What follows belongs to an exercise in optimizing a design on an open flow for small area, a short achievable clock period and few clock cycles per item; a production flow would make more cautious choices.
The RTL was checked by simulation tests, not by an equivalence proof against the original design.

==> job 8346 <==
Design mont_mul, start of the top module:
module mont_mul (
    input  wire         clk,
    input  wire         rst,
    input  wire         start,
    input  wire [1:0]   op,
    input  wire [259:0] a,
    input  wire [259:0] b,
    output wire         ready,
    output reg          done,
    output wire [259:0] result
);
export LEC_CHECK = 0
export CAP_MARGIN = 20
export CORE_MARGIN = 2
export CORE_UTILIZATION = 40
export SETUP_SLACK_MARGIN = 5
export SLEW_MARGIN = 20
create_clock -name core_clock -period 9.0 [get_ports {clk}]
standard.sh (not shown) runs the stock make flow with config.mk's settings and CLKGATE_MAP_FILE= SYNTH_SCRIPT=/design/flow/synth_recipe.tcl, a recipe that flattens the netlist after the stock synthesis.
==> flow/flow/run.sh <==
#!/bin/bash
# Own layout flow: the standard flow, with two changes between synthesis
# and floorplan:
#  1. flow/polarity.py removes the inverters that Yosys' full-adder extraction
#     leaves between full adders (each full adder is built in the polarity
#     that needs no inverter; the netlist's registers are not touched);
#  2. ports are buffered with buf_1 cells instead of the default delay cell.
# Each tool's output goes to a log file of its own in this folder.
set -euo pipefail
R=orfs/results/${FLOW_PLATFORM}/mont_mul/base
LIB=${FLOW_HOME}/platforms/${FLOW_PLATFORM}/lib/sky130_fd_sc_hd__tt_025C_1v80.lib

bash standard.sh synth > synth.log 2>&1
cp ${R}/1_2_yosys.v ${R}/1_2_yosys_std.v
python3 flow/polarity.py ${R}/1_2_yosys_std.v ${R}/1_2_yosys.v ${LIB} > polarity.log 2>&1
rm -f ${R}/1_synth.odb
BUFFER_PORTS_ARGS="-buffer_cell sky130_fd_sc_hd__buf_1" bash standard.sh finish > layout.log 2>&1
Other scripts of this flow, unchanged in this note and not shown: flow/flow/polarity.py
==> inputs of job 5457, as changes to job 8346 <==
--- a/flow/design.v
+++ b/flow/design.v
@@ -16,11 +16,11 @@
     localparam [1:0] OP_MUL = 2'd1, OP_TOMONT = 2'd2, OP_FROMMONT = 2'd3;
     reg  [260:0] A;           
     reg  [259:0] B;           
     reg          y_rr, y_one;  
     reg  [265:0] RS, RC;      
-    reg  [32:0]  CR;          
+    reg  [16:0]  CR;          
     reg  [6:0]   cnt;
     reg          run, first, active, sub, pend, p1, op_mul, ready_r, negl, settled;
     assign ready  = ready_r;
     assign result = RS[259:0];
     wire acc = start & ready_r;
@@ -2148,31 +2148,31 @@
     wire hs659 = ~neg1 ^ hc657;
     wire hc659 = ~neg1 & hc657;
     wire [265:0] ns = {1'b0, 1'b1, hs659, fs658, fc653, fc650, fc647, fc644, fc641, fc638, fc635, fc632, fs632, fc1786, fc1785, fc1784, fc1783, fs1783, fc615, fc612, fc609, fc606, fc603, fc600, fc597, fc594, fc591, fc588, fc585, fc582, fc579, fc576, fc573, fc570, fc567, fc564, fc561, fc558, fc555, fc552, fc549, fc546, fc543, fc540, fc537, fc534, fc531, fc528, fc525, fc522, fc519, fc516, fc513, fc510, fc507, fc504, fc501, fc498, fc495, fc492, fc489, fc486, fc483, fc480, fc477, fc474, fc471, fc468, fc465, fc462, fc459, fc456, fc453, fc450, fc447, fc444, fc441, fc438, fc435, fc432, fc429, fc426, fc423, fc420, fc417, fc414, fc411, fc408, fc405, fc402, fc399, fc396, fc393, fc390, fc387, fc384, fc381, fc378, fc375, fc372, fc369, fc366, fc363, fc360, fc357, fc354, fc351, fc348, fc345, fc342, fc339, fc336, fc333, fc330, fc327, fc324, fc321, fc318, fc315, fc312, fc309, fc306, fc303, fc300, fc297, fc294, fc291, fc288, fc285, fc282, fc279, fc276, fc273, fc270, fc267, fc264, fc261, fc258, fc255, fs255, fc1782, fc1781, fc1780, fc1779, fc1778, fc1777, fc1776, fc1775, fc1774, fc1773, fc1772, fc1771, fc1770, fc1769, fc1768, fc1767, fc1766, fc1765, fc1764, fc1763, fc1762, fc1761, fc1760, fc1759, fc1758, fc1757, fc1756, fc1755, fc1754, fc1753, fc1752, fc1751, fc1750, fc1749, fc1748, fc1747, fc1746, fc1745, fc1744, fc1743, fc1742, fc1741, fc1740, fc1739, fc1738, fc1737, fc1736, fc1735, fc1734, fc1733, fc1732, fc1731, fc1730, fc1729, fc1728, fc1727, fc1726, fc1725, fc1724, fc1723, fc1722, fc1721, fc1720, fc1719, fc1718, fc1717, fc1716, fc1715, fc1714, fc1713, fs1713, fs109, fc1712, fc1711, fc1710, fc1709, fc1708, fc1707, fc1706, fc1705, fc1704, fc1703, fc1702, fc1701, fc1700, fc1699, fc1698, fc1697, fc1696, fc1695, fc1694, fc1693, fc1692, fc1691, fc1690, fc1689, fc1688, fc1687, fc1686, fc1685, fc1684, fc1683, fc1682, fc1681, fc1680, fc1679, fc1678, fc1677, fc1676, fc1675, fc1674, fc1673, fc1672, fc1671, fc1670, fc1669, fc1668, fc1667, fc1666, fc1665, fc1664, fc1663, fc1662, fc1661, fc1660, fs1660};
     wire [265:0] nc = {1'b0, hc659, fc658, fc656, fs656, fs653, fs650, fs647, fs644, fs641, fs638, fs635, fc629, fs629, fs1786, fs1785, fs1784, fc618, fs618, fs615, fs612, fs609, fs606, fs603, fs600, fs597, fs594, fs591, fs588, fs585, fs582, fs579, fs576, fs573, fs570, fs567, fs564, fs561, fs558, fs555, fs552, fs549, fs546, fs543, fs540, fs537, fs534, fs531, fs528, fs525, fs522, fs519, fs516, fs513, fs510, fs507, fs504, fs501, fs498, fs495, fs492, fs489, fs486, fs483, fs480, fs477, fs474, fs471, fs468, fs465, fs462, fs459, fs456, fs453, fs450, fs447, fs444, fs441, fs438, fs435, fs432, fs429, fs426, fs423, fs420, fs417, fs414, fs411, fs408, fs405, fs402, fs399, fs396, fs393, fs390, fs387, fs384, fs381, fs378, fs375, fs372, fs369, fs366, fs363, fs360, fs357, fs354, fs351, fs348, fs345, fs342, fs339, fs336, fs333, fs330, fs327, fs324, fs321, fs318, fs315, fs312, fs309, fs306, fs303, fs300, fs297, fs294, fs291, fs288, fs285, fs282, fs279, fs276, fs273, fs270, fs267, fs264, fs261, fs258, fc252, fs252, fs1782, fs1781, fs1780, fs1779, fs1778, fs1777, fs1776, fs1775, fs1774, fs1773, fs1772, fs1771, fs1770, fs1769, fs1768, fs1767, fs1766, fs1765, fs1764, fs1763, fs1762, fs1761, fs1760, fs1759, fs1758, fs1757, fs1756, fs1755, fs1754, fs1753, fs1752, fs1751, fs1750, fs1749, fs1748, fs1747, fs1746, fs1745, fs1744, fs1743, fs1742, fs1741, fs1740, fs1739, fs1738, fs1737, fs1736, fs1735, fs1734, fs1733, fs1732, fs1731, fs1730, fs1729, fs1728, fs1727, fs1726, fs1725, fs1724, fs1723, fs1722, fs1721, fs1720, fs1719, fs1718, fs1717, fs1716, fs1715, fs1714, fc109, fc106, fs106, fs1712, fs1711, fs1710, fs1709, fs1708, fs1707, fs1706, fs1705, fs1704, fs1703, fs1702, fs1701, fs1700, fs1699, fs1698, fs1697, fs1696, fs1695, fs1694, fs1693, fs1692, fs1691, fs1690, fs1689, fs1688, fs1687, fs1686, fs1685, fs1684, fs1683, fs1682, fs1681, fs1680, fs1679, fs1678, fs1677, fs1676, fs1675, fs1674, fs1673, fs1672, fs1671, fs1670, fs1669, fs1668, fs1667, fs1666, fs1665, fs1664, fs1663, fs1662, fs1661, fs0};
     wire [260:0] bsum;
-    wire [32:0]  bcar;
+    wire [16:0]  bcar;
     genvar g;
     generate
-        for (g = 0; g < 32; g = g + 1) begin : blk
-            wire [8:0] t = {1'b0, RS[8*g +: 8]} + {1'b0, RC[8*g+7 : 8*g+1], RC[8*g] | CR[g]};
-            assign bsum[8*g +: 8] = t[7:0];
-            assign bcar[g+1] = t[8];
+        for (g = 0; g < 16; g = g + 1) begin : blk
+            wire [16:0] t = {1'b0, RS[16*g +: 16]} + {1'b0, RC[16*g+15 : 16*g+1], RC[16*g] | CR[g]};
+            assign bsum[16*g +: 16] = t[15:0];
+            assign bcar[g+1] = t[16];
         end
     endgenerate
     assign bcar[0] = 1'b0;
-    assign bsum[260:256] = RS[260:256] + {RC[260:257], RC[256] | CR[32]};
+    assign bsum[260:256] = RS[260:256] + {RC[260:257], RC[256] | CR[16]};
     wire z  = ~|RC & ~|CR;
     wire zn = z | ~|bcar;
     wire ge = (|RS[260:253]) | (RS[252] & ((|RS[251:125]) | (RS[124:0] >= LC)));
     wire rc0   = ~|RC;
     wire top   = |bsum[260:253];
-    wire mid   = (|bsum[127:125]) | (|bsum[251:248]) | (|CR[30:16]);
-    wire [14:0] blk_nz;
+    wire mid   = (|bsum[127:125]) | (|bsum[251:240]) | (|CR[14:8]);
+    wire [6:0] blk_nz;
     generate
-        for (g = 16; g < 31; g = g + 1) begin : mz
-            assign blk_nz[g-16] = |RS[8*g +: 8];
+        for (g = 8; g < 15; g = g + 1) begin : mz
+            assign blk_nz[g-8] = |RS[16*g +: 16];
         end
     endgenerate
     wire midrs = |blk_nz;
     wire lt_now = ~top & ~bsum[252];                     
     wire ge_now = top | (bsum[252] & (mid | midrs));      
@@ -2196,11 +2196,11 @@
             RC <= nc;
         end else begin
             RS <= {5'd0, bsum};
             RC <= negl ? {5'd0, NEGL} : 266'd0;
         end
-        CR <= run ? 33'd0 : (bcar & {33{~(rst | z)}});
+        CR <= run ? 17'd0 : (bcar & {17{~(rst | z)}});
         A  <= A_d;
         bc <= bc_d;
         if (ready_r)
             B <= b;
         else if (cvp1 | y_rr)
==> results.toml <==
[finish]
multi_input_gate_share_of_the_layout_cell_area_pct = 56.0
non_clock_buffer_count = 1014

[power]
pwr.group.sequential_mw = 9.38
power.combinational.total_mw = 31.3
p_seq_share_pct = 20.2

[synth]
avgSynthCellArea_um2 = 9.94

[placed_design]
dpl.hpwl_um = 248000

[routing]
wire_per_inst_um = 29.2
detailroute.wirelength.met3_um = 27600

[timing]
fmaxAchievable_ghz = 0.241

[clock_network]
tritoncts.num_buffers = 136

[global_route]
grt_max_degree = 154

[setup_path]
worst-path-stages = 14
crit_path_max_incr_delay_ns = 0.46

[run_status]
run_status = "finished clean"
The numbers above come from job 5457.

==> results.toml <==
[setup_path]
crit_path_max_incr_delay_ns = 0.70
path_common_cell = "nor4_1"
worst-path-stages = 11

[run_status]
run_status = "finished clean"

[synth]
avgSynthCellArea_um2 = 10.3

[timing]
fmaxAchievable_ghz = 0.248

[routing]
detailroute.wirelength.met3_um = 24900
wire_per_inst_um = 29.7

[power]
switchingPower_mw = 21.0
power.combinational.total_mw = 26.9
pwr.group.sequential_mw = 9.40
p_seq_share_pct = 22.3

[global_route]
grt_max_degree = 186

[placed_design]
dpl.hpwl_um = 251000

[finish]
multi_input_gate_share_of_the_layout_cell_area_pct = 55.4
non_clock_buffer_count = 962

[clock_network]
tritoncts.num_buffers = 139
The numbers above come from job 8346.

Testbench counts of job 8346, summed over its fixed seeds: cycles 38,042, items 384.
Testbench counts of job 5457, summed over its fixed seeds: cycles 38,034, items 384.

==> run M: inputs <==
Another version of the RTL of mont_mul (not shown whole).
==> flow/design.v (excerpt) <==
module mont_mul (
    input  wire         clk,
    input  wire         rst,
    input  wire         start,
    input  wire [1:0]   op,
    input  wire [259:0] a,
    input  wire [259:0] b,
    output wire         ready,
    output reg          done,
    output wire [259:0] result
);
    localparam [259:0] L    = 260'h1000000000000000000000000000000014def9dea2f79cd65812631a5cf5d3ed;
    localparam [259:0] RR   = 260'h9411b7c309a3dceec73d217f5be65cb687604d63c715bea69f9d265e952d13b;
    localparam [260:0] NEGL = (261'd1 << 261) - {1'b0, L};
    localparam [124:0] LC   = L[124:0];
    localparam [1:0] OP_MUL = 2'd1, OP_TOMONT = 2'd2, OP_FROMMONT = 2'd3;
    reg  [260:0] A;           
    reg  [259:0] B;           
    reg          y_rr, y_one;  
    reg  [265:0] RS, RC;      
    reg  [16:0]  CR;          
    reg  [6:0]   cnt;
    reg          run, first, active, sub, pend, p1, op_mul, ready_r, negl;
    assign ready  = ready_r;
    assign result = RS[259:0];
    wire acc = start & ready_r;
    wire [259:0] Y = B;
    wire [260:0] Y1 = {1'b0, Y};
    wire [260:0] Y2 = {Y, 1'b0};
    reg  [5:0] bc;
    wire neg0 = bc[0], one0 = bc[1], two0 = bc[2];
    wire neg1 = bc[3], one1 = bc[4], two1 = bc[5];
    wire [260:0] pp0 = ((one0 ? Y1 : 261'd0) | (two0 ? Y2 : 261'd0)) ^ {261{neg0}};
    wire [260:0] pp1 = ((one1 ? Y1 : 261'd0) | (two1 ? Y2 : 261'd0)) ^ {261{neg1}};
    wire [261:0] gs = first ? (262'd1 << 261) : RS[265:4];
    reg  [4:0]   x5;
    always @(*) begin
        case ({first, RS[3:0], RC[3:0]})
            9'd0: x5 = 5'd0;
            9'd1: x5 = 5'd1;
            9'd2: x5 = 5'd2;
            9'd3: x5 = 5'd3;
            9'd4: x5 = 5'd4;
            9'd5: x5 = 5'd5;
            9'd6: x5 = 5'd6;
            9'd7: x5 = 5'd7;
            9'd8: x5 = 5'd8;
            9'd9: x5 = 5'd9;
  ...
==> flow/config.mk <==
export PLATFORM = sky130hd
export DESIGN_NAME = mont_mul
export DESIGN_NICKNAME = mont_mul
export VERILOG_FILES = /design/flow/design.v
export SDC_FILE = /design/flow/constraint.sdc
export NUM_CORES = 4
export LEC_CHECK = 0
export CAP_MARGIN = 20
export CORE_MARGIN = 2
export CORE_UTILIZATION = 40
export SETUP_SLACK_MARGIN = 5
export SLEW_MARGIN = 20
==> flow/constraint.sdc <==
create_clock -name core_clock -period 9.0 [get_ports {clk}]
set_input_delay 1.8000 -clock core_clock [delete_from_list [all_inputs] [get_ports {clk}]]
set_output_delay 1.8000 -clock core_clock [all_outputs]
set_load 0.01 [all_outputs]
Scripts as last shown in full above: flow/flow/run.sh
Other scripts of this flow, unchanged in this note and not shown: flow/flow/polarity.py
==> run E (differences from run M) <==
--- a/flow/design.v
+++ b/flow/design.v
@@ -16,15 +16,15 @@
     localparam [1:0] OP_MUL = 2'd1, OP_TOMONT = 2'd2, OP_FROMMONT = 2'd3;
     reg  [260:0] A;           
     reg  [259:0] B;           
     reg          y_rr, y_one;  
     reg  [265:0] RS, RC;      
     reg  [16:0]  CR;          
     reg  [6:0]   cnt;
-    reg          run, first, active, sub, pend, p1, op_mul, ready_r, negl;
+    reg          run, first, active, sub, pend, p1, op_mul, ready_r, negl, settled;
     assign ready  = ready_r;
     assign result = RS[259:0];
     wire acc = start & ready_r;
     wire [259:0] Y = B;
     wire [260:0] Y1 = {1'b0, Y};
     wire [260:0] Y2 = {Y, 1'b0};
     reg  [5:0] bc;
@@ -2150,31 +2150,32 @@
     wire [265:0] ns = {1'b0, 1'b1, hs659, fs658, fc653, fc650, fc647, fc644, fc641, fc638, fc635, fc632, fs632, fc1786, fc1785, fc1784, fc1783, fs1783, fc615, fc612, fc609, fc606, fc603, fc600, fc597, fc594, fc591, fc588, fc585, fc582, fc579, fc576, fc573, fc570, fc567, fc564, fc561, fc558, fc555, fc552, fc549, fc546, fc543, fc540, fc537, fc534, fc531, fc528, fc525, fc522, fc519, fc516, fc513, fc510, fc507, fc504, fc501, fc498, fc495, fc492, fc489, fc486, fc483, fc480, fc477, fc474, fc471, fc468, fc465, fc462, fc459, fc456, fc453, fc450, fc447, fc444, fc441, fc438, fc435, fc432, fc429, fc426, fc423, fc420, fc417, fc414, fc411, fc408, fc405, fc402, fc399, fc396, fc393, fc390, fc387, fc384, fc381, fc378, fc375, fc372, fc369, fc366, fc363, fc360, fc357, fc354, fc351, fc348, fc345, fc342, fc339, fc336, fc333, fc330, fc327, fc324, fc321, fc318, fc315, fc312, fc309, fc306, fc303, fc300, fc297, fc294, fc291, fc288, fc285, fc282, fc279, fc276, fc273, fc270, fc267, fc264, fc261, fc258, fc255, fs255, fc1782, fc1781, fc1780, fc1779, fc1778, fc1777, fc1776, fc1775, fc1774, fc1773, fc1772, fc1771, fc1770, fc1769, fc1768, fc1767, fc1766, fc1765, fc1764, fc1763, fc1762, fc1761, fc1760, fc1759, fc1758, fc1757, fc1756, fc1755, fc1754, fc1753, fc1752, fc1751, fc1750, fc1749, fc1748, fc1747, fc1746, fc1745, fc1744, fc1743, fc1742, fc1741, fc1740, fc1739, fc1738, fc1737, fc1736, fc1735, fc1734, fc1733, fc1732, fc1731, fc1730, fc1729, fc1728, fc1727, fc1726, fc1725, fc1724, fc1723, fc1722, fc1721, fc1720, fc1719, fc1718, fc1717, fc1716, fc1715, fc1714, fc1713, fs1713, fs109, fc1712, fc1711, fc1710, fc1709, fc1708, fc1707, fc1706, fc1705, fc1704, fc1703, fc1702, fc1701, fc1700, fc1699, fc1698, fc1697, fc1696, fc1695, fc1694, fc1693, fc1692, fc1691, fc1690, fc1689, fc1688, fc1687, fc1686, fc1685, fc1684, fc1683, fc1682, fc1681, fc1680, fc1679, fc1678, fc1677, fc1676, fc1675, fc1674, fc1673, fc1672, fc1671, fc1670, fc1669, fc1668, fc1667, fc1666, fc1665, fc1664, fc1663, fc1662, fc1661, fc1660, fs1660};
     wire [265:0] nc = {1'b0, hc659, fc658, fc656, fs656, fs653, fs650, fs647, fs644, fs641, fs638, fs635, fc629, fs629, fs1786, fs1785, fs1784, fc618, fs618, fs615, fs612, fs609, fs606, fs603, fs600, fs597, fs594, fs591, fs588, fs585, fs582, fs579, fs576, fs573, fs570, fs567, fs564, fs561, fs558, fs555, fs552, fs549, fs546, fs543, fs540, fs537, fs534, fs531, fs528, fs525, fs522, fs519, fs516, fs513, fs510, fs507, fs504, fs501, fs498, fs495, fs492, fs489, fs486, fs483, fs480, fs477, fs474, fs471, fs468, fs465, fs462, fs459, fs456, fs453, fs450, fs447, fs444, fs441, fs438, fs435, fs432, fs429, fs426, fs423, fs420, fs417, fs414, fs411, fs408, fs405, fs402, fs399, fs396, fs393, fs390, fs387, fs384, fs381, fs378, fs375, fs372, fs369, fs366, fs363, fs360, fs357, fs354, fs351, fs348, fs345, fs342, fs339, fs336, fs333, fs330, fs327, fs324, fs321, fs318, fs315, fs312, fs309, fs306, fs303, fs300, fs297, fs294, fs291, fs288, fs285, fs282, fs279, fs276, fs273, fs270, fs267, fs264, fs261, fs258, fc252, fs252, fs1782, fs1781, fs1780, fs1779, fs1778, fs1777, fs1776, fs1775, fs1774, fs1773, fs1772, fs1771, fs1770, fs1769, fs1768, fs1767, fs1766, fs1765, fs1764, fs1763, fs1762, fs1761, fs1760, fs1759, fs1758, fs1757, fs1756, fs1755, fs1754, fs1753, fs1752, fs1751, fs1750, fs1749, fs1748, fs1747, fs1746, fs1745, fs1744, fs1743, fs1742, fs1741, fs1740, fs1739, fs1738, fs1737, fs1736, fs1735, fs1734, fs1733, fs1732, fs1731, fs1730, fs1729, fs1728, fs1727, fs1726, fs1725, fs1724, fs1723, fs1722, fs1721, fs1720, fs1719, fs1718, fs1717, fs1716, fs1715, fs1714, fc109, fc106, fs106, fs1712, fs1711, fs1710, fs1709, fs1708, fs1707, fs1706, fs1705, fs1704, fs1703, fs1702, fs1701, fs1700, fs1699, fs1698, fs1697, fs1696, fs1695, fs1694, fs1693, fs1692, fs1691, fs1690, fs1689, fs1688, fs1687, fs1686, fs1685, fs1684, fs1683, fs1682, fs1681, fs1680, fs1679, fs1678, fs1677, fs1676, fs1675, fs1674, fs1673, fs1672, fs1671, fs1670, fs1669, fs1668, fs1667, fs1666, fs1665, fs1664, fs1663, fs1662, fs1661, fs0};
     wire [260:0] bsum;
     wire [16:0]  bcar;
     genvar g;
     generate
         for (g = 0; g < 16; g = g + 1) begin : blk
-            wire [16:0] t = {1'b0, RS[16*g +: 16]} + {1'b0, RC[16*g +: 16]} + {16'd0, CR[g]};
+            wire [16:0] t = {1'b0, RS[16*g +: 16]} + {1'b0, RC[16*g+15 : 16*g+1], RC[16*g] | CR[g]};
             assign bsum[16*g +: 16] = t[15:0];
             assign bcar[g+1] = t[16];
         end
     endgenerate
     assign bcar[0] = 1'b0;
-    assign bsum[260:256] = RS[260:256] + RC[260:256] + {4'd0, CR[16]};
+    assign bsum[260:256] = RS[260:256] + {RC[260:257], RC[256] | CR[16]};
     wire z  = ~|RC & ~|CR;
     wire zn = z | ~|bcar;
-    wire ge = (|bsum[260:253]) | (bsum[252] & ((|bsum[251:125]) | (bsum[124:0] >= LC)));
-    wire zr       = ~run & zn & ~negl;
-    wire p1_edge  = zr & active & p1;
+    wire ge = (|RS[260:253]) | (RS[252] & ((|RS[251:125]) | (RS[124:0] >= LC)));
+    wire p1_edge  = ~run & zn & active & p1;
+    wire zr       = ~run & settled & ~negl;
     wire fin_edge = zr & active & ~p1 & (sub | ~ge);
     wire neg_load = zr & active & ~p1 & ~sub & ge;
-    wire go       = zr & (fin_edge | ~active) & pend;    
+    wire go       = ((zr & (fin_edge | ~active)) | (~run & ~active & zn)) & pend;    
+    wire cvp1 = ~run & active & p1;
     wire [260:0] A_d = ready_r ? {1'b0, a} :
-                       p1_edge ? bsum :
+                       cvp1    ? bsum :
                        run     ? {4'd0, A[260:4]} : A;
     wire         xp_d = run & A[3];
     wire [3:0]   dd = A_d[3:0];
     wire [5:0]   bc_d = {(dd[3] & ~dd[2] & ~dd[1]) | (~dd[3] & dd[2] & dd[1]), dd[2] ^ dd[1], dd[3],
                          (dd[1] & ~dd[0] & ~xp_d) | (~dd[1] & dd[0] & xp_d), dd[0] ^ xp_d, dd[1]};
     always @(posedge clk) begin
         if (run) begin
@@ -2185,24 +2186,25 @@
             RC <= negl ? {5'd0, NEGL} : 266'd0;
         end
         CR <= run ? 17'd0 : (bcar & {17{~(rst | z)}});
         A  <= A_d;
         bc <= bc_d;
         if (ready_r)
             B <= b;
-        else if (p1_edge | y_rr)
+        else if (cvp1 | y_rr)
             B <= RR;
         else if (y_one)
             B <= 260'd1;
         if (ready_r) begin
             y_rr   <= (op == OP_TOMONT);
             y_one  <= (op == OP_FROMMONT);
             op_mul <= (op == OP_MUL);
         end
         negl <= ~rst & neg_load;
+        settled <= ~rst & ~run & zn & ~negl & ~neg_load & ~fin_edge;
         if (rst) begin
             run     <= 1'b0;
             first   <= 1'b0;
             active  <= 1'b0;
             pend    <= 1'b0;
             done    <= 1'b0;
             ready_r <= 1'b1;
==> flow/flow/run.sh (replaced) <==
#!/bin/bash
# Own layout flow: the standard flow, with these changes
# (1 and 2 between synthesis and floorplan):
#  1. flow/polarity.py removes the inverters that Yosys' full-adder extraction
#     leaves between full adders (each full adder is built in the polarity
#     that needs no inverter; the netlist's registers are not touched);
#  2. ports are buffered with buf_1 cells instead of the default delay cell;
#  3. timing repair aims at a setup slack of 6 ns (the period is unchanged).
# Each tool's output goes to a log file of its own in this folder.
set -euo pipefail
R=orfs/results/${FLOW_PLATFORM}/mont_mul/base
LIB=${FLOW_HOME}/platforms/${FLOW_PLATFORM}/lib/sky130_fd_sc_hd__tt_025C_1v80.lib

bash standard.sh synth > synth.log 2>&1
cp ${R}/1_2_yosys.v ${R}/1_2_yosys_std.v
python3 flow/polarity.py ${R}/1_2_yosys_std.v ${R}/1_2_yosys.v ${LIB} > polarity.log 2>&1
rm -f ${R}/1_synth.odb
bash standard.sh "BUFFER_PORTS_ARGS=-buffer_cell sky130_fd_sc_hd__buf_1" SETUP_SLACK_MARGIN=6 finish > layout.log 2>&1
==> run Y (differences from run M) <==
--- a/flow/design.v
+++ b/flow/design.v
@@ -14,28 +14,32 @@
     localparam [260:0] NEGL = (261'd1 << 261) - {1'b0, L};
     localparam [124:0] LC   = L[124:0];
     localparam [1:0] OP_MUL = 2'd1, OP_TOMONT = 2'd2, OP_FROMMONT = 2'd3;
     reg  [260:0] A;           
     reg  [259:0] B;           
     reg          y_rr, y_one;  
     reg  [265:0] RS, RC;      
-    reg  [16:0]  CR;          
+    reg  [32:0]  CR;          
     reg  [6:0]   cnt;
-    reg          run, first, active, sub, pend, p1, op_mul, ready_r, negl;
+    reg          run, first, active, sub, pend, p1, op_mul, ready_r, negl, settled;
     assign ready  = ready_r;
     assign result = RS[259:0];
     wire acc = start & ready_r;
     wire [259:0] Y = B;
     wire [260:0] Y1 = {1'b0, Y};
     wire [260:0] Y2 = {Y, 1'b0};
-    reg  [5:0] bc;
+    reg  [5:0] bc, bcn;
     wire neg0 = bc[0], one0 = bc[1], two0 = bc[2];
     wire neg1 = bc[3], one1 = bc[4], two1 = bc[5];
-    wire [260:0] pp0 = ((one0 ? Y1 : 261'd0) | (two0 ? Y2 : 261'd0)) ^ {261{neg0}};
-    wire [260:0] pp1 = ((one1 ? Y1 : 261'd0) | (two1 ? Y2 : 261'd0)) ^ {261{neg1}};
+    wire neg0h = ~bcn[0], one0h = ~bcn[1], two0h = ~bcn[2];
+    wire neg1h = ~bcn[3], one1h = ~bcn[4], two1h = ~bcn[5];
+    wire [260:0] pp0 = {((one0h ? Y1[260:130] : 131'd0) | (two0h ? Y2[260:130] : 131'd0)) ^ {131{neg0h}},
+                        ((one0  ? Y1[129:0]   : 130'd0) | (two0  ? Y2[129:0]   : 130'd0)) ^ {130{neg0}}};
+    wire [260:0] pp1 = {((one1h ? Y1[260:130] : 131'd0) | (two1h ? Y2[260:130] : 131'd0)) ^ {131{neg1h}},
+                        ((one1  ? Y1[129:0]   : 130'd0) | (two1  ? Y2[129:0]   : 130'd0)) ^ {130{neg1}}};
     wire [261:0] gs = first ? (262'd1 << 261) : RS[265:4];
     reg  [4:0]   x5;
     always @(*) begin
         case ({first, RS[3:0], RC[3:0]})
             9'd0: x5 = 5'd0;
             9'd1: x5 = 5'd1;
             9'd2: x5 = 5'd2;
@@ -2146,63 +2150,66 @@
     wire hs657 = 1'b1 ^ hc654;
     wire hc657 = 1'b1 & hc654;
     wire hs659 = ~neg1 ^ hc657;
     wire hc659 = ~neg1 & hc657;
     wire [265:0] ns = {1'b0, 1'b1, hs659, fs658, fc653, fc650, fc647, fc644, fc641, fc638, fc635, fc632, fs632, fc1786, fc1785, fc1784, fc1783, fs1783, fc615, fc612, fc609, fc606, fc603, fc600, fc597, fc594, fc591, fc588, fc585, fc582, fc579, fc576, fc573, fc570, fc567, fc564, fc561, fc558, fc555, fc552, fc549, fc546, fc543, fc540, fc537, fc534, fc531, fc528, fc525, fc522, fc519, fc516, fc513, fc510, fc507, fc504, fc501, fc498, fc495, fc492, fc489, fc486, fc483, fc480, fc477, fc474, fc471, fc468, fc465, fc462, fc459, fc456, fc453, fc450, fc447, fc444, fc441, fc438, fc435, fc432, fc429, fc426, fc423, fc420, fc417, fc414, fc411, fc408, fc405, fc402, fc399, fc396, fc393, fc390, fc387, fc384, fc381, fc378, fc375, fc372, fc369, fc366, fc363, fc360, fc357, fc354, fc351, fc348, fc345, fc342, fc339, fc336, fc333, fc330, fc327, fc324, fc321, fc318, fc315, fc312, fc309, fc306, fc303, fc300, fc297, fc294, fc291, fc288, fc285, fc282, fc279, fc276, fc273, fc270, fc267, fc264, fc261, fc258, fc255, fs255, fc1782, fc1781, fc1780, fc1779, fc1778, fc1777, fc1776, fc1775, fc1774, fc1773, fc1772, fc1771, fc1770, fc1769, fc1768, fc1767, fc1766, fc1765, fc1764, fc1763, fc1762, fc1761, fc1760, fc1759, fc1758, fc1757, fc1756, fc1755, fc1754, fc1753, fc1752, fc1751, fc1750, fc1749, fc1748, fc1747, fc1746, fc1745, fc1744, fc1743, fc1742, fc1741, fc1740, fc1739, fc1738, fc1737, fc1736, fc1735, fc1734, fc1733, fc1732, fc1731, fc1730, fc1729, fc1728, fc1727, fc1726, fc1725, fc1724, fc1723, fc1722, fc1721, fc1720, fc1719, fc1718, fc1717, fc1716, fc1715, fc1714, fc1713, fs1713, fs109, fc1712, fc1711, fc1710, fc1709, fc1708, fc1707, fc1706, fc1705, fc1704, fc1703, fc1702, fc1701, fc1700, fc1699, fc1698, fc1697, fc1696, fc1695, fc1694, fc1693, fc1692, fc1691, fc1690, fc1689, fc1688, fc1687, fc1686, fc1685, fc1684, fc1683, fc1682, fc1681, fc1680, fc1679, fc1678, fc1677, fc1676, fc1675, fc1674, fc1673, fc1672, fc1671, fc1670, fc1669, fc1668, fc1667, fc1666, fc1665, fc1664, fc1663, fc1662, fc1661, fc1660, fs1660};
     wire [265:0] nc = {1'b0, hc659, fc658, fc656, fs656, fs653, fs650, fs647, fs644, fs641, fs638, fs635, fc629, fs629, fs1786, fs1785, fs1784, fc618, fs618, fs615, fs612, fs609, fs606, fs603, fs600, fs597, fs594, fs591, fs588, fs585, fs582, fs579, fs576, fs573, fs570, fs567, fs564, fs561, fs558, fs555, fs552, fs549, fs546, fs543, fs540, fs537, fs534, fs531, fs528, fs525, fs522, fs519, fs516, fs513, fs510, fs507, fs504, fs501, fs498, fs495, fs492, fs489, fs486, fs483, fs480, fs477, fs474, fs471, fs468, fs465, fs462, fs459, fs456, fs453, fs450, fs447, fs444, fs441, fs438, fs435, fs432, fs429, fs426, fs423, fs420, fs417, fs414, fs411, fs408, fs405, fs402, fs399, fs396, fs393, fs390, fs387, fs384, fs381, fs378, fs375, fs372, fs369, fs366, fs363, fs360, fs357, fs354, fs351, fs348, fs345, fs342, fs339, fs336, fs333, fs330, fs327, fs324, fs321, fs318, fs315, fs312, fs309, fs306, fs303, fs300, fs297, fs294, fs291, fs288, fs285, fs282, fs279, fs276, fs273, fs270, fs267, fs264, fs261, fs258, fc252, fs252, fs1782, fs1781, fs1780, fs1779, fs1778, fs1777, fs1776, fs1775, fs1774, fs1773, fs1772, fs1771, fs1770, fs1769, fs1768, fs1767, fs1766, fs1765, fs1764, fs1763, fs1762, fs1761, fs1760, fs1759, fs1758, fs1757, fs1756, fs1755, fs1754, fs1753, fs1752, fs1751, fs1750, fs1749, fs1748, fs1747, fs1746, fs1745, fs1744, fs1743, fs1742, fs1741, fs1740, fs1739, fs1738, fs1737, fs1736, fs1735, fs1734, fs1733, fs1732, fs1731, fs1730, fs1729, fs1728, fs1727, fs1726, fs1725, fs1724, fs1723, fs1722, fs1721, fs1720, fs1719, fs1718, fs1717, fs1716, fs1715, fs1714, fc109, fc106, fs106, fs1712, fs1711, fs1710, fs1709, fs1708, fs1707, fs1706, fs1705, fs1704, fs1703, fs1702, fs1701, fs1700, fs1699, fs1698, fs1697, fs1696, fs1695, fs1694, fs1693, fs1692, fs1691, fs1690, fs1689, fs1688, fs1687, fs1686, fs1685, fs1684, fs1683, fs1682, fs1681, fs1680, fs1679, fs1678, fs1677, fs1676, fs1675, fs1674, fs1673, fs1672, fs1671, fs1670, fs1669, fs1668, fs1667, fs1666, fs1665, fs1664, fs1663, fs1662, fs1661, fs0};
     wire [260:0] bsum;
-    wire [16:0]  bcar;
+    wire [32:0]  bcar;
     genvar g;
     generate
-        for (g = 0; g < 16; g = g + 1) begin : blk
-            wire [16:0] t = {1'b0, RS[16*g +: 16]} + {1'b0, RC[16*g +: 16]} + {16'd0, CR[g]};
-            assign bsum[16*g +: 16] = t[15:0];
-            assign bcar[g+1] = t[16];
+        for (g = 0; g < 32; g = g + 1) begin : blk
+            wire [8:0] t = {1'b0, RS[8*g +: 8]} + {1'b0, RC[8*g+7 : 8*g+1], RC[8*g] | CR[g]};
+            assign bsum[8*g +: 8] = t[7:0];
+            assign bcar[g+1] = t[8];
         end
     endgenerate
     assign bcar[0] = 1'b0;
-    assign bsum[260:256] = RS[260:256] + RC[260:256] + {4'd0, CR[16]};
+    assign bsum[260:256] = RS[260:256] + {RC[260:257], RC[256] | CR[32]};
     wire z  = ~|RC & ~|CR;
     wire zn = z | ~|bcar;
-    wire ge = (|bsum[260:253]) | (bsum[252] & ((|bsum[251:125]) | (bsum[124:0] >= LC)));
-    wire zr       = ~run & zn & ~negl;
-    wire p1_edge  = zr & active & p1;
+    wire ge = (|RS[260:253]) | (RS[252] & ((|RS[251:125]) | (RS[124:0] >= LC)));
+    wire p1_edge  = ~run & zn & active & p1;
+    wire zr       = ~run & settled & ~negl;
     wire fin_edge = zr & active & ~p1 & (sub | ~ge);
     wire neg_load = zr & active & ~p1 & ~sub & ge;
-    wire go       = zr & (fin_edge | ~active) & pend;    
+    wire go       = ((zr & (fin_edge | ~active)) | (~run & ~active & zn)) & pend;    
+    wire cvp1 = ~run & active & p1;
     wire [260:0] A_d = ready_r ? {1'b0, a} :
-                       p1_edge ? bsum :
+                       cvp1    ? bsum :
                        run     ? {4'd0, A[260:4]} : A;
     wire         xp_d = run & A[3];
     wire [3:0]   dd = A_d[3:0];
     wire [5:0]   bc_d = {(dd[3] & ~dd[2] & ~dd[1]) | (~dd[3] & dd[2] & dd[1]), dd[2] ^ dd[1], dd[3],
                          (dd[1] & ~dd[0] & ~xp_d) | (~dd[1] & dd[0] & xp_d), dd[0] ^ xp_d, dd[1]};
     always @(posedge clk) begin
         if (run) begin
             RS <= ns;
             RC <= nc;
         end else begin
             RS <= {5'd0, bsum};
             RC <= negl ? {5'd0, NEGL} : 266'd0;
         end
-        CR <= run ? 17'd0 : (bcar & {17{~(rst | z)}});
+        CR <= run ? 33'd0 : (bcar & {33{~(rst | z)}});
         A  <= A_d;
         bc <= bc_d;
+        bcn <= ~bc_d;
         if (ready_r)
             B <= b;
-        else if (p1_edge | y_rr)
+        else if (cvp1 | y_rr)
             B <= RR;
         else if (y_one)
             B <= 260'd1;
         if (ready_r) begin
             y_rr   <= (op == OP_TOMONT);
             y_one  <= (op == OP_FROMMONT);
             op_mul <= (op == OP_MUL);
         end
         negl <= ~rst & neg_load;
+        settled <= ~rst & ~run & zn & ~negl & ~neg_load & ~fin_edge;
         if (rst) begin
             run     <= 1'b0;
             first   <= 1'b0;
             active  <= 1'b0;
             pend    <= 1'b0;
             done    <= 1'b0;
             ready_r <= 1'b1;
Settings changed: ABC_AREA set to 1.
==> flow_summary.json <==
{
  "status": "finished clean",
  "reg2reg_from": "RC[1]",
  "numClockSinks": 1090,
  "final-clk-cell-share_pct": 4.342,
  "antenna_found_initial": 39,
  "inverters_excl_clock": 111,
  "crit_path_top_delay_cell": "nor4_4",
  "die_width_um": 454.4,
  "clock_latency_ns": 0.85,
  "ir_drop_mv": 0.4293,
  "n_antenna_cell": 24,
  "grt_max_degree": 185,
  "multi_input_cells": 6193
}
Source of the figures above: run E

==> flow_summary.json <==
{
  "status": "finished clean",
  "multi_input_cells": 6345,
  "antenna_found_initial": 28,
  "clock_latency_ns": 0.83,
  "crit_path_top_delay_cell": "nor3_1",
  "wire_per_inst_um": 26.10,
  "final-clk-cell-share_pct": 5.307,
  "inverters_excl_clock": 762,
  "n_antenna_cell": 19,
  "grt_max_degree": 204,
  "die_width_um": 454.3,
  "finalSetupViolations": 0,
  "numClockSinks": 1112,
  "ir_drop_mv": 0.2766,
  "path_depth": 10
}
Source of the figures above: run Y

==> flow_summary.json <==
{
  "die_width_um": 461.8,
  "final-clk-cell-share_pct": 4.503,
  "multi_input_cells": 6676,
  "status": "finished clean",
  "antenna_found_initial": 15,
  "inverters_excl_clock": 156,
  "crit_path_top_delay_cell": "o21ai_0",
  "n_antenna_cell": 6,
  "grt_max_degree": 221
}
Source of the figures above: run M

Testbench counts of run M, summed over its fixed seeds: cycles 38,033, items 384.
Testbench counts of run E, summed over its fixed seeds: cycles 38,420, items 384.
Testbench counts of run Y, summed over its fixed seeds: cycles 38,428, items 384.

separate check: timing with driven ports:
In the flow no input, the clock included, has a driving cell. The finished layouts below were timed again as built, in two steps. Step 1: set_driving_cell puts a clkbuf_16 on clk and a buf_2 on each other input, an assumption about the parent block. Step 2 also shifts input and output timing later by t, the mid clock arrival at the registers, as if the neighbouring blocks saw the same clock. Slacks: ideal / step 1 / step 2; pairs: ideal / step 1.
run	shift t [ns]	setup slack, ns	hold slack, ns	worst register clock-pin slew, ns	worst data-port slew with drivers (ns)
job 8346	0.901	4.973 / 4.972 / 4.972	0.457 / 0.457 / 0.457	0.06 / 0.06	0.24
job 5457	0.889	4.853 / 4.853 / 4.853	0.483 / 0.483 / 0.483	0.07 / 0.07	0.25
run M	0.921	4.003 / 4.003 / 4.003	0.568 / 0.568 / 0.568	0.07 / 0.07	0.19
run E	0.913	5.071 / 5.071 / 5.071	0.511 / 0.511 / 0.511	0.07 / 0.07	0.28
run Y	0.895	5.021 / 5.021 / 5.021	0.473 / 0.473 / 0.473	0.07 / 0.07	0.28
After both steps setup and hold are still met in every run listed. The setup slack of job 8346, which loses most, moves by -0.001 ns with the drivers and by -0.001 ns with both steps.
